What follows belongs to an exercise in optimizing a design on an open flow for small area, a short achievable clock period and few clock cycles; a production flow would make more cautious choices.
RTL that was checked went through simulation tests only; none was proved equivalent to the original.

==> run A <==
==> flow/design.v (excerpt) <==
module wbext_framer (
    input  wire        clk,
    input  wire        rst,         
    input  wire        cmd_valid,
    output wire        cmd_ready,
    input  wire [31:0] cmd,
    output reg         resp_valid,
    output reg  [31:0] resp
);
make LEC_CHECK=0 CAP_MARGIN=20 CORE_MARGIN=2 CORE_UTILIZATION=40 SLEW_MARGIN=20 finish   # period 12.0 ns
run.sh (not shown) runs the stock make flow with config.mk's settings and CLKGATE_MAP_FILE= SYNTH_SCRIPT=/design/flow/synth_recipe.tcl, a recipe that flattens the netlist after the stock synthesis.
==> run D: changes against run A <==
--- a/flow/design.v
+++ b/flow/design.v
@@ -91,18 +91,18 @@
     reg [7:0]  rx_lo;
     reg [7:0]  rx_hi;
     reg        rbusy;
     reg [2:0]  rcnt;
     wire dec = outcome[0] ^ outcome[1];
+    reg        rst_r;       
     reg        rdy_r;
     reg        fv0, fv1;
     reg [31:0] f0, f1;
-    reg        dv;
-    reg [31:0] dc;
     reg        xv;
-    reg        xpush, xcrcb, xrdreg, xrdrx, xclr, xcrci, xerr;
-    reg [16:0] xpre;
+    reg        xpush, xcrcb, xrdreg, xrdrx, xclr, xcrci, xerr, xlkup;
+    reg        xecode;      
+    reg        xx;
     reg [8:0]  xa;
     reg        xkhi;
     reg [8:0]  xd;
     reg        xinr;
     reg [8:0]  xbc;
@@ -112,91 +112,72 @@
     wire pstall    = ~len0 & ~al & can_write;
     wire stall     = xv & (rbusy | (xpush & pstall) | (xrdrx & ~xinr));
     wire go        = xv & ~stall;
     wire wrote     = go & xpush & can_write;
     wire first_go  = xv & xpush & len0;
+    always @(posedge clk)
+        rst_r <= rst;
     always @(posedge clk) begin
-        if (rst) begin
-            rdy_r <= 1'b1;
+        if (fv1) begin
+            if (!stall)
+                f0 <= f1;
+        end else if (!(fv0 && stall)) begin
+            f0 <= cmd;
+        end
+        if (!fv1)
+            f1 <= cmd;
+    end
+    always @(posedge clk) begin
+        if (rst_r) begin
             fv0   <= 1'b0;
             fv1   <= 1'b0;
+            rdy_r <= !rst;
         end else begin
-            if (!stall) begin
-                if (fv1) begin
-                    f0  <= f1;
-                    fv0 <= 1'b1;
-                    f1  <= cmd;
-                    fv1 <= acc;
-                    rdy_r <= ~acc;
-                end else begin
-                    f0  <= cmd;
-                    fv0 <= acc;
-                    rdy_r <= 1'b1;
-                end
-            end else begin
-                if (acc) begin
-                    if (!fv0) begin
-                        f0  <= cmd;
-                        fv0 <= 1'b1;
-                        rdy_r <= 1'b1;
-                    end else begin
-                        f1  <= cmd;
-                        fv1 <= 1'b1;
-                        rdy_r <= 1'b0;
-                    end
-                end else begin
-                    rdy_r <= ~fv1;
-                end
-            end
+            fv0   <= fv1 | (fv0 & stall) | acc;
+            fv1   <= fv1 ? stall : (fv0 & stall & acc);
+            rdy_r <= !rst & (fv1 ? !stall : !(fv0 & stall & acc));
         end
     end
-    wire [7:0]  d_op  = dc[31:24];
-    wire        d_rok = (dc[23:17] == 7'd0);
-    wire        d_x   = dc[16];
-    wire [15:0] d_arg = dc[15:0];
-    wire d_nop   = (dc == 32'h0000_0000);
-    wire d_clr   = (dc == 32'h0100_0000);
+    wire [7:0]  d_op  = f0[31:24];
+    wire        d_rok = (f0[23:17] == 7'd0);
+    wire        d_x   = f0[16];
+    wire [15:0] d_arg = f0[15:0];
+    wire d_nop   = (f0 == 32'h0000_0000);
+    wire d_clr   = (f0 == 32'h0100_0000);
     wire d_push  = (d_op == 8'h02) && d_rok && !d_x && (d_arg[15:8] == 8'h00);
-    wire d_crci  = (dc == 32'h0300_0000);
+    wire d_crci  = (f0 == 32'h0300_0000);
     wire d_crcb  = (d_op == 8'h04) && d_rok && !d_x && (d_arg[15:8] == 8'h00);
     wire d_lkup  = (d_op == 8'h05) && d_rok && (d_arg[15:8] == 8'h00);
     wire d_rdreg = (d_op == 8'h06) && d_rok && !d_x;
     wire d_rdrx  = (d_op == 8'h07) && d_rok && !d_x;
     wire d_regbad = d_rdreg && (d_arg > 16'd9);
     wire d_ill   = !(d_nop | d_clr | d_push | d_crci | d_crcb | d_lkup | d_rdreg | d_rdrx);
-    wire [16:0] d_lk = lookup(d_arg[7:0], d_x);
-    wire [16:0] d_pre = d_ill    ? 17'd1 :
-                        d_regbad ? 17'd3 :
-                        d_crci   ? 17'h0FFFF :
-                        d_lkup   ? d_lk : 17'd0;
     wire        d_kbig = (d_arg >= CAP);
     wire [8:0]  relsel = first_go ? 9'd0 : rel;
     wire [9:0]  d_t    = {1'b0, relsel} - {1'b0, d_arg[8:0]};
     wire [9:0]  d_t2   = d_t + 10'd266;
     wire [8:0]  d_d    = d_t[9] ? d_t2[8:0] : d_t[8:0];
     wire        d_inr  = d_kbig | (d_d < NT);
     always @(posedge clk) begin
-        if (rst) begin
-            dv <= 1'b0;
+        if (rst_r) begin
+            xv <= 1'b0;
         end else if (!stall) begin
-            dv <= fv0;
-            dc <= f0;
+            xv <= fv0;
         end
     end
     always @(posedge clk) begin
-        if (rst) begin
-            xv <= 1'b0;
-        end else if (!stall) begin
-            xv     <= dv;
-            xpush  <= dv & d_push;
-            xcrcb  <= dv & d_crcb;
-            xrdreg <= dv & d_rdreg & !d_regbad;
-            xrdrx  <= dv & d_rdrx;
-            xclr   <= dv & d_clr;
-            xcrci  <= dv & d_crci;
-            xerr   <= dv & (d_ill | d_regbad);
-            xpre   <= d_pre;
+        if (!stall) begin
+            xpush  <= fv0 & d_push;
+            xcrcb  <= fv0 & d_crcb;
+            xrdreg <= fv0 & d_rdreg & !d_regbad;
+            xrdrx  <= fv0 & d_rdrx;
+            xclr   <= fv0 & d_clr;
+            xcrci  <= fv0 & d_crci;
+            xlkup  <= fv0 & d_lkup;
+            xerr   <= fv0 & (d_ill | d_regbad);
+            xecode <= d_regbad;
+            xx     <= d_x;
             xa     <= d_arg[8:0];
             xkhi   <= (d_arg[15:9] != 7'd0);
             xd     <= d_d;
             xinr   <= d_inr;
             xbc    <= bclass(d_arg[7:0]);
@@ -243,11 +224,11 @@
     wire late_n = (go & xclr) ? 1'b0 :
                   (go & xpush & (outcome != 2'd0)) ? 1'b1 : late;
     wire [15:0] status_n = {cmd_err, last_err, 8'h00, late_n,
                             (outcome_n == 2'd1 || outcome_n == 2'd2) & ~relay, outcome_n};
     always @(posedge clk) begin
-        if (rst || (go && xclr)) begin
+        if (rst_r || (go && xclr)) begin
             est   <= E_START;
             rbusy <= 1'b0;
             rcnt  <= 3'd0;
             relay <= 1'b0;
         end else begin
@@ -357,11 +338,11 @@
     end
     wire [5:0] tsel = {xd[5], xd[4] & ~xd[5], xd[3:0]};
     wire [7:0] tapx = ring[tsel*8 +: 8];
     wire       rx_err = xkhi | (xa >= rx_len);
     always @(posedge clk) begin
-        if (rst) begin
+        if (rst_r) begin
             resp_valid <= 1'b0;
             resp       <= 32'd0;
             rx_len     <= 9'd0;
             len0       <= 1'b1;
             full       <= 1'b0;
@@ -379,21 +360,25 @@
             rel  <= first_go ? 9'd1 : ((rel == CAP - 1) ? 9'd0 : rel + 9'd1);
             diff <= wrote ? 9'd0 : ((diff == CAP - 1) ? 9'd0 : diff + 9'd1);
             al   <= wrote | (diff == CAP - 1);
             resp_valid <= 1'b0;
             if (rbusy && rcnt == 3'd1) begin
-                resp_valid <= 1'b1;
+                resp_valid <= !rst;
                 resp       <= {16'd0, status_n};
             end
             if (go) begin
-                resp_valid <= 1'b1;
-                resp       <= {15'd0, xpre};
+                resp_valid <= !rst;
+                resp       <= 32'd0;
                 if (xerr) begin
                     cmd_err  <= 1'b1;
-                    last_err <= xpre[2:0];
-                    resp     <= {29'h1000_0000, xpre[2:0]};
+                    last_err <= {1'b0, xecode, 1'b1};
+                    resp     <= {29'h1000_0000, 1'b0, xecode, 1'b1};
                 end
+                if (xlkup)
+                    resp <= {15'd0, lookup(xa[7:0], xx)};
+                if (xcrci)
+                    resp <= 32'h0000_FFFF;
                 if (xclr) begin
                     rx_len <= 9'd0;
                     len0   <= 1'b1;
                     full   <= 1'b0;
                 end
==> flow/flow/run.sh (new file) <==
#!/bin/bash
set -euo pipefail
bash standard.sh SETUP_SLACK_MARGIN=${MARGIN:-8.3} finish > flow_make.log 2>&1
==> flow/standard.sh (new file) <==
#!/bin/bash
# synth_recipe.tcl (not shown) runs the flow's synth.tcl, then flattens the netlist and writes it again
# the make line also repeats each setting of config.mk as NAME=value (left out here)
make -C /OpenROAD-flow-scripts/flow DESIGN_CONFIG=/design/flow/config.mk WORK_HOME=/design/flow/orfs CLKGATE_MAP_FILE= SYNTH_SCRIPT=/design/flow/synth_recipe.tcl "${@:-finish}"
- CORE_UTILIZATION: 40 -> 65
- CTS_BUF_LIST: default -> sky130_fd_sc_hd__clkbuf_8
- CTS_CLUSTER_SIZE: default -> 24
removed: flow/run.sh
==> run G: changes against run A <==
--- a/flow/design.v
+++ b/flow/design.v
@@ -91,18 +91,18 @@
     reg [7:0]  rx_lo;
     reg [7:0]  rx_hi;
     reg        rbusy;
     reg [2:0]  rcnt;
     wire dec = outcome[0] ^ outcome[1];
+    reg        rst_r;       
     reg        rdy_r;
     reg        fv0, fv1;
     reg [31:0] f0, f1;
-    reg        dv;
-    reg [31:0] dc;
     reg        xv;
-    reg        xpush, xcrcb, xrdreg, xrdrx, xclr, xcrci, xerr;
-    reg [16:0] xpre;
+    reg        xpush, xcrcb, xrdreg, xrdrx, xclr, xcrci, xerr, xlkup;
+    reg        xecode;      
+    reg        xx;
     reg [8:0]  xa;
     reg        xkhi;
     reg [8:0]  xd;
     reg        xinr;
     reg [8:0]  xbc;
@@ -112,91 +112,72 @@
     wire pstall    = ~len0 & ~al & can_write;
     wire stall     = xv & (rbusy | (xpush & pstall) | (xrdrx & ~xinr));
     wire go        = xv & ~stall;
     wire wrote     = go & xpush & can_write;
     wire first_go  = xv & xpush & len0;
+    always @(posedge clk)
+        rst_r <= rst;
     always @(posedge clk) begin
-        if (rst) begin
-            rdy_r <= 1'b1;
+        if (fv1) begin
+            if (!stall)
+                f0 <= f1;
+        end else if (!(fv0 && stall)) begin
+            f0 <= cmd;
+        end
+        if (!fv1)
+            f1 <= cmd;
+    end
+    always @(posedge clk) begin
+        if (rst_r) begin
             fv0   <= 1'b0;
             fv1   <= 1'b0;
+            rdy_r <= !rst;
         end else begin
-            if (!stall) begin
-                if (fv1) begin
-                    f0  <= f1;
-                    fv0 <= 1'b1;
-                    f1  <= cmd;
-                    fv1 <= acc;
-                    rdy_r <= ~acc;
-                end else begin
-                    f0  <= cmd;
-                    fv0 <= acc;
-                    rdy_r <= 1'b1;
-                end
-            end else begin
-                if (acc) begin
-                    if (!fv0) begin
-                        f0  <= cmd;
-                        fv0 <= 1'b1;
-                        rdy_r <= 1'b1;
-                    end else begin
-                        f1  <= cmd;
-                        fv1 <= 1'b1;
-                        rdy_r <= 1'b0;
-                    end
-                end else begin
-                    rdy_r <= ~fv1;
-                end
-            end
+            fv0   <= fv1 | (fv0 & stall) | acc;
+            fv1   <= fv1 ? stall : (fv0 & stall & acc);
+            rdy_r <= !rst & (fv1 ? !stall : !(fv0 & stall & acc));
         end
     end
-    wire [7:0]  d_op  = dc[31:24];
-    wire        d_rok = (dc[23:17] == 7'd0);
-    wire        d_x   = dc[16];
-    wire [15:0] d_arg = dc[15:0];
-    wire d_nop   = (dc == 32'h0000_0000);
-    wire d_clr   = (dc == 32'h0100_0000);
+    wire [7:0]  d_op  = f0[31:24];
+    wire        d_rok = (f0[23:17] == 7'd0);
+    wire        d_x   = f0[16];
+    wire [15:0] d_arg = f0[15:0];
+    wire d_nop   = (f0 == 32'h0000_0000);
+    wire d_clr   = (f0 == 32'h0100_0000);
     wire d_push  = (d_op == 8'h02) && d_rok && !d_x && (d_arg[15:8] == 8'h00);
-    wire d_crci  = (dc == 32'h0300_0000);
+    wire d_crci  = (f0 == 32'h0300_0000);
     wire d_crcb  = (d_op == 8'h04) && d_rok && !d_x && (d_arg[15:8] == 8'h00);
     wire d_lkup  = (d_op == 8'h05) && d_rok && (d_arg[15:8] == 8'h00);
     wire d_rdreg = (d_op == 8'h06) && d_rok && !d_x;
     wire d_rdrx  = (d_op == 8'h07) && d_rok && !d_x;
     wire d_regbad = d_rdreg && (d_arg > 16'd9);
     wire d_ill   = !(d_nop | d_clr | d_push | d_crci | d_crcb | d_lkup | d_rdreg | d_rdrx);
-    wire [16:0] d_lk = lookup(d_arg[7:0], d_x);
-    wire [16:0] d_pre = d_ill    ? 17'd1 :
-                        d_regbad ? 17'd3 :
-                        d_crci   ? 17'h0FFFF :
-                        d_lkup   ? d_lk : 17'd0;
     wire        d_kbig = (d_arg >= CAP);
     wire [8:0]  relsel = first_go ? 9'd0 : rel;
     wire [9:0]  d_t    = {1'b0, relsel} - {1'b0, d_arg[8:0]};
     wire [9:0]  d_t2   = d_t + 10'd266;
     wire [8:0]  d_d    = d_t[9] ? d_t2[8:0] : d_t[8:0];
     wire        d_inr  = d_kbig | (d_d < NT);
     always @(posedge clk) begin
-        if (rst) begin
-            dv <= 1'b0;
+        if (rst_r) begin
+            xv <= 1'b0;
         end else if (!stall) begin
-            dv <= fv0;
-            dc <= f0;
+            xv <= fv0;
         end
     end
     always @(posedge clk) begin
-        if (rst) begin
-            xv <= 1'b0;
-        end else if (!stall) begin
-            xv     <= dv;
-            xpush  <= dv & d_push;
-            xcrcb  <= dv & d_crcb;
-            xrdreg <= dv & d_rdreg & !d_regbad;
-            xrdrx  <= dv & d_rdrx;
-            xclr   <= dv & d_clr;
-            xcrci  <= dv & d_crci;
-            xerr   <= dv & (d_ill | d_regbad);
-            xpre   <= d_pre;
+        if (!stall) begin
+            xpush  <= fv0 & d_push;
+            xcrcb  <= fv0 & d_crcb;
+            xrdreg <= fv0 & d_rdreg & !d_regbad;
+            xrdrx  <= fv0 & d_rdrx;
+            xclr   <= fv0 & d_clr;
+            xcrci  <= fv0 & d_crci;
+            xlkup  <= fv0 & d_lkup;
+            xerr   <= fv0 & (d_ill | d_regbad);
+            xecode <= d_regbad;
+            xx     <= d_x;
             xa     <= d_arg[8:0];
             xkhi   <= (d_arg[15:9] != 7'd0);
             xd     <= d_d;
             xinr   <= d_inr;
             xbc    <= bclass(d_arg[7:0]);
@@ -243,11 +224,11 @@
     wire late_n = (go & xclr) ? 1'b0 :
                   (go & xpush & (outcome != 2'd0)) ? 1'b1 : late;
     wire [15:0] status_n = {cmd_err, last_err, 8'h00, late_n,
                             (outcome_n == 2'd1 || outcome_n == 2'd2) & ~relay, outcome_n};
     always @(posedge clk) begin
-        if (rst || (go && xclr)) begin
+        if (rst_r || (go && xclr)) begin
             est   <= E_START;
             rbusy <= 1'b0;
             rcnt  <= 3'd0;
             relay <= 1'b0;
         end else begin
@@ -357,11 +338,11 @@
     end
     wire [5:0] tsel = {xd[5], xd[4] & ~xd[5], xd[3:0]};
     wire [7:0] tapx = ring[tsel*8 +: 8];
     wire       rx_err = xkhi | (xa >= rx_len);
     always @(posedge clk) begin
-        if (rst) begin
+        if (rst_r) begin
             resp_valid <= 1'b0;
             resp       <= 32'd0;
             rx_len     <= 9'd0;
             len0       <= 1'b1;
             full       <= 1'b0;
@@ -379,21 +360,25 @@
             rel  <= first_go ? 9'd1 : ((rel == CAP - 1) ? 9'd0 : rel + 9'd1);
             diff <= wrote ? 9'd0 : ((diff == CAP - 1) ? 9'd0 : diff + 9'd1);
             al   <= wrote | (diff == CAP - 1);
             resp_valid <= 1'b0;
             if (rbusy && rcnt == 3'd1) begin
-                resp_valid <= 1'b1;
+                resp_valid <= !rst;
                 resp       <= {16'd0, status_n};
             end
             if (go) begin
-                resp_valid <= 1'b1;
-                resp       <= {15'd0, xpre};
+                resp_valid <= !rst;
+                resp       <= 32'd0;
                 if (xerr) begin
                     cmd_err  <= 1'b1;
-                    last_err <= xpre[2:0];
-                    resp     <= {29'h1000_0000, xpre[2:0]};
+                    last_err <= {1'b0, xecode, 1'b1};
+                    resp     <= {29'h1000_0000, 1'b0, xecode, 1'b1};
                 end
+                if (xlkup)
+                    resp <= {15'd0, lookup(xa[7:0], xx)};
+                if (xcrci)
+                    resp <= 32'h0000_FFFF;
                 if (xclr) begin
                     rx_len <= 9'd0;
                     len0   <= 1'b1;
                     full   <= 1'b0;
                 end
==> flow/flow/run.sh (new file) <==
#!/bin/bash
set -euo pipefail
bash standard.sh SETUP_SLACK_MARGIN=${MARGIN:-8.3} finish > flow_make.log 2>&1
==> flow/standard.sh (new file) <==
#!/bin/bash
# synth_recipe.tcl (not shown) runs the flow's synth.tcl, then flattens the netlist and writes it again
# the make line also repeats each setting of config.mk as NAME=value (left out here)
make -C /OpenROAD-flow-scripts/flow DESIGN_CONFIG=/design/flow/config.mk WORK_HOME=/design/flow/orfs CLKGATE_MAP_FILE= SYNTH_SCRIPT=/design/flow/synth_recipe.tcl "${@:-finish}"
removed: flow/run.sh
==> notes <==
Clock skew: run D < run A < run G.
The lowest final area belongs to run D, the highest to run A.
Register-to-register slack: run A < run G < run D.
In synthesized cell count, run D and run G do not differ.
The lowest worst setup slack belongs to run A, the highest to run G.
Against run D, the die area of run A is larger by about 65%.
Testbench counts of run A, summed over its fixed seeds: cycles 16,330.
Only the layout flow was run in run D and run G; the RTL was not checked for function there.

==> re-timing with driven ports <==
How much do the figures lean on ideal ports? The routed layouts below were timed once more, with nothing changed but the port constraints. Step 1, drivers: a clkbuf_16 drives clk and a buf_2 each remaining input, both assumed. Step 2, shift: input delay + t, output delay - t, t = (earliest + latest rising clock arrival at the registers) / 2. This alone moves slack from input paths to output paths. a / b / c = no drivers / after step 1 / after step 2; a / b = the first two.
| run | shift t [ns] | slack for setup (ns) | worst setup path at the end | worst register clock-pin slew, ns | worst data-port slew with drivers (ns) |
|---|---|---|---|---|---|
| run A | 0.873 | 7.646 / 7.571 / 6.915 | input to register | 0.07 / 0.07 | 0.05 |
| run D | 0.980 | 8.157 / 8.093 / 8.441 | register to register | 0.08 / 0.08 | 0.05 |
| run G | 0.865 | 8.302 / 8.222 / 8.231 | input to register | 0.07 / 0.07 | 0.06 |
After both steps setup and hold are still met in every run listed. For run A, which loses most, drivers alone change the setup slack by -0.075 ns; drivers and shift together by -0.731 ns.
